Background: an optimization exercise with open tools, aiming at small area, a short achievable clock period and few clock cycles per item. Do not read the settings as production practice.
In this exercise RTL edits were held to simulation tests only and were not proved equivalent to the original.
Power and IR drop assume default switching activity.

Design pfde_seq, start of the top module:
module pfde_seq (
    input  wire        clk,
    input  wire        rst,           
    input  wire        cmd_valid,
    output wire        cmd_ready,
    input  wire [15:0] cmd_count,     
    input  wire        in_valid,
    output reg         in_ready,
    input  wire [7:0]  in_data,
    output reg         out_valid,
    input  wire        out_ready,
    output reg  [31:0] out_id,
    output reg         done,          
    output wire        err,
    output wire [3:0]  err_code,
    output reg  [19:0] consumed
);
Size: ~170 flip-flops, roughly 90 I/O pins, about 0.012 sq mm of cells after synthesis.
make LEC_CHECK=0 CAP_MARGIN=20 CORE_MARGIN=2 CORE_UTILIZATION=40 CTS_BUF_LIST=sky130_fd_sc_hd__clkbuf_8 SETUP_SLACK_MARGIN=2.0 SLEW_MARGIN=20 finish   # period 5.5 ns
run.sh (not shown) runs the stock make flow with config.mk's settings and CLKGATE_MAP_FILE= SYNTH_SCRIPT=/design/flow/synth_recipe.tcl, a recipe that flattens the netlist after the stock synthesis.
The baseline completed without violations.
Testbench counts at the start, summed over its fixed seeds: cycles 120,400, items 81,405.
Change:
CTS_BUF_LIST = unset   (was sky130_fd_sc_hd__clkbuf_8)
After rerunning:
- The new run went through all stages and came out clean
- via count goes down by 0.31%
- synthesized area is unchanged
- setup slack barely changes
- count of clock-buffer cells in the layout stays the same
- total power grows by 7.8%
- routed wire length barely changes
Change:
==> flow/flow/run.sh (new file) <==
#!/bin/bash
# The standard layout (the standard.sh, standard synthesis included), with
# the port buffers that global placement inserts made of the smallest buffer
# cell instead of the default clkdlybuf4s50_1. Every port still gets its own
# buffer; nothing else changes. ORFS's step logs stay under orfs/logs/.
set -euo pipefail
export BUFFER_PORTS_ARGS="-buffer_cell sky130_fd_sc_hd__buf_1"
bash standard.sh > standard.log 2>&1
==> flow/standard.sh (new file) <==
#!/bin/bash
# synth_recipe.tcl (not shown) runs the flow's synth.tcl, then flattens the netlist and writes it again
# the make line also repeats each setting of config.mk as NAME=value (left out here)
make -C /OpenROAD-flow-scripts/flow DESIGN_CONFIG=/design/flow/config.mk WORK_HOME=/design/flow/orfs CLKGATE_MAP_FILE= SYNTH_SCRIPT=/design/flow/synth_recipe.tcl "${@:-finish}"
CTS_BUF_LIST = sky130_fd_sc_hd__clkbuf_8   (was unset)
SETUP_SLACK_MARGIN = 2.4   (was 2.0)
removed: flow/run.sh
Wire length barely changes.
Design area goes down by 3.5%.
Synthesized cell count does not change.
First-iteration DRC count went down by 5.8%.
Synthesized area does not change.
Power decreases by 7.4%.
Worst setup slack improves by 0.12 ns.
Worst hold slack stays flat.


Setup of v50:
pfde_seq, a different RTL version from the one above (not shown whole).
For scale: about 1300 cells after synthesis, roughly 90 I/O pins, ~12000 um^2 of cells after synthesis.
Settings: LEC_CHECK=0, CAP_MARGIN=20, CORE_MARGIN=2, CORE_UTILIZATION=40, CTS_BUF_LIST=sky130_fd_sc_hd__clkbuf_8, GPL_ROUTABILITY_DRIVEN=0, SETUP_SLACK_MARGIN=2.3, SLEW_MARGIN=20, TNS_END_PERCENT=10; clock period 5.5 ns.
standard.sh (not shown) runs the stock make flow with config.mk's settings and CLKGATE_MAP_FILE= SYNTH_SCRIPT=/design/flow/synth_recipe.tcl, a recipe that flattens the netlist after the stock synthesis.
==> flow/flow/run.sh <==
#!/bin/bash
# The standard layout (the standard.sh, standard synthesis included), with
# the port buffers that global placement inserts made of the smallest buffer
# cell instead of the default clkdlybuf4s50_1. Every port still gets its own
# buffer; nothing else changes. ORFS's step logs stay under orfs/logs/.
set -euo pipefail
export BUFFER_PORTS_ARGS="-buffer_cell sky130_fd_sc_hd__buf_1"
bash standard.sh > standard.log 2>&1
v50 went all the way through the flow, and no timing, DRC or antenna check failed.
Testbench counts of v50, summed over its fixed seeds: cycles 120,404, items 81,405.
--- input diff v50..v33 ---
Settings: removing TNS_END_PERCENT (formerly 10); removing GPL_ROUTABILITY_DRIVEN (formerly 0); changing SETUP_SLACK_MARGIN from 2.3 to 2.5.
## What came out
Re critical path depth: v50 was lower than v33. Per the comparison of v33 with v50, core utilization picked up an extra 1.1 points, count of input and output buffers neither gained nor lost much, first-pass GRT wire length picked up an extra about 2.8%. Every stage of the flow completed for v33, and the final layout passed the timing, DRC and antenna checks. Slew at the pin with the worst max-slew slack in v33 is 0.043 ns below v50. Delta (v33 minus v50): clock insertion delay at the later pin of the skew report roughly the same; part of the total power dissipated in the clock network now sits lower. Number of cells traversed by the worst register-to-register path: v33 > v50.
Here is what was changed in the inputs of v5 compared with v33.
Settings: SETUP_SLACK_MARGIN: 2.5 -> 2.0.
==> flow/run.sh (new file) <==
#!/bin/bash
# synth_recipe.tcl (not shown) runs the flow's synth.tcl, then flattens the netlist and writes it again
# the make line also repeats each setting of config.mk as NAME=value (left out here)
make -C /OpenROAD-flow-scripts/flow DESIGN_CONFIG=/design/flow/config.mk WORK_HOME=/design/flow/orfs CLKGATE_MAP_FILE= SYNTH_SCRIPT=/design/flow/synth_recipe.tcl finish
removed: flow/flow/run.sh
removed: flow/standard.sh
Notes after the runs:
- v5 completed end to end with timing, DRC and antenna clean.
- Comparing v33 and v5, number of global-route vias before repair is higher on v33.
- v5: number of buffers and inverters on the critical path 2 above v33
- Multi-input combinational cell count: v5 vs v33, no meaningful difference
- Compared v33 against v5; post-layout total power within noise.
- Compared with v33, v5 shows a lower part of the power in combinational logic.


Setup of main:
pfde_seq again, from the RTL that the note above started with.
export LEC_CHECK = 0
export CAP_MARGIN = 20
export CORE_MARGIN = 2
export CORE_UTILIZATION = 40
export CTS_BUF_LIST = sky130_fd_sc_hd__clkbuf_8
export SETUP_SLACK_MARGIN = 2.0
export SLEW_MARGIN = 20
create_clock -name core_clock -period 5.5 [get_ports {clk}]
==> flow/flow/run.sh <==
#!/bin/bash
# The standard layout (the standard.sh, standard synthesis included), with
# the port buffers that global placement inserts made of the smallest buffer
# cell instead of the default clkdlybuf4s50_1. Every port still gets its own
# buffer; nothing else changes. ORFS's step logs stay under orfs/logs/.
set -euo pipefail
export BUFFER_PORTS_ARGS="-buffer_cell sky130_fd_sc_hd__buf_1"
bash standard.sh > standard.log 2>&1
Testbench counts of main, summed over its fixed seeds: cycles 120,404, items 81,405.
Relative to main, the following input files were edited for the feature branch:
- swapping 2.0 for 2.7 in SETUP_SLACK_MARGIN
--- outcome ---
- The feature branch was carried through to the last stage, and its layout satisfied the timing, DRC and antenna checks.
- main has completed all stages; timing, DRC and antenna checks passed.
- The feature branch gives more post-CTS setup-driven buffer insertion count than main did.
- Going from main to the feature branch, the sequential cell area share was found to have gone down by 3.3 points.
- Against main, combinational power in the feature branch rose by more than 10%.
- Measured against each other, the feature branch and main differ in total of plain and repair buffers excluding clock buffers, the higher figure coming from the feature branch.
- Summary: with main as the reference, final layout net count in the feature branch moved up by a few percent.
- Half-perimeter wire length after detailed placement delta for the feature branch relative to main: 110 µm lower
- Compared with main, the feature branch shows a higher number of vias after detailed routing.

-- afterwards: timing with drivers on the ports --
How much do the figures lean on ideal ports? The routed layouts below were timed once more, with nothing changed but the port constraints. Step 1 sets driving cells, clkbuf_16 on the clock port and buf_2 on the other inputs (assumed; they add their load-dependent delay and slew). Step 2 adds t to the input delays and takes it off the output delays; t is the mean of the earliest and latest rising clock arrival at the registers after step 1. Input paths then give back, and output paths get back, about the clock's delay inside the block. a / b / c = ideal / step 1 / step 2; a / b = the first two.
run	shift t [ns]	setup slack, ns	worst hold slack (ns)	worst setup path after step 2	clock arrival spread, ns
the first run of note 1	0.518	2.045 / 2.068 / 1.550	0.491 / 0.491 / 0.491	input to register	0.022 / 0.022
the second run of note 1	0.487	2.048 / 2.077 / 1.589	0.489 / 0.489 / 0.489	input to register	0.013 / 0.013
the third run of note 1	0.514	2.164 / 2.164 / 1.698	0.490 / 0.490 / 0.490	input to register	0.022 / 0.022
v50	0.512	2.262 / 2.262 / 1.837	0.527 / 0.527 / 0.527	input to register	0.016 / 0.017
v33	0.524	2.426 / 2.426 / 1.970	0.525 / 0.525 / 0.525	input to register	0.022 / 0.022
v5	0.514	2.017 / 2.027 / 1.513	0.540 / 0.540 / 0.540	input to register	0.020 / 0.020
main	0.518	2.164 / 2.164 / 1.703	0.522 / 0.522 / 0.522	input to register	0.017 / 0.017
the feature branch	0.522	2.506 / 2.513 / 2.011	0.548 / 0.548 / 0.548	input to register	0.019 / 0.019
After both steps every run listed still meets setup and hold. The setup slack of v5, which loses most, moves by +0.010 ns with the drivers and by -0.504 ns with both steps.
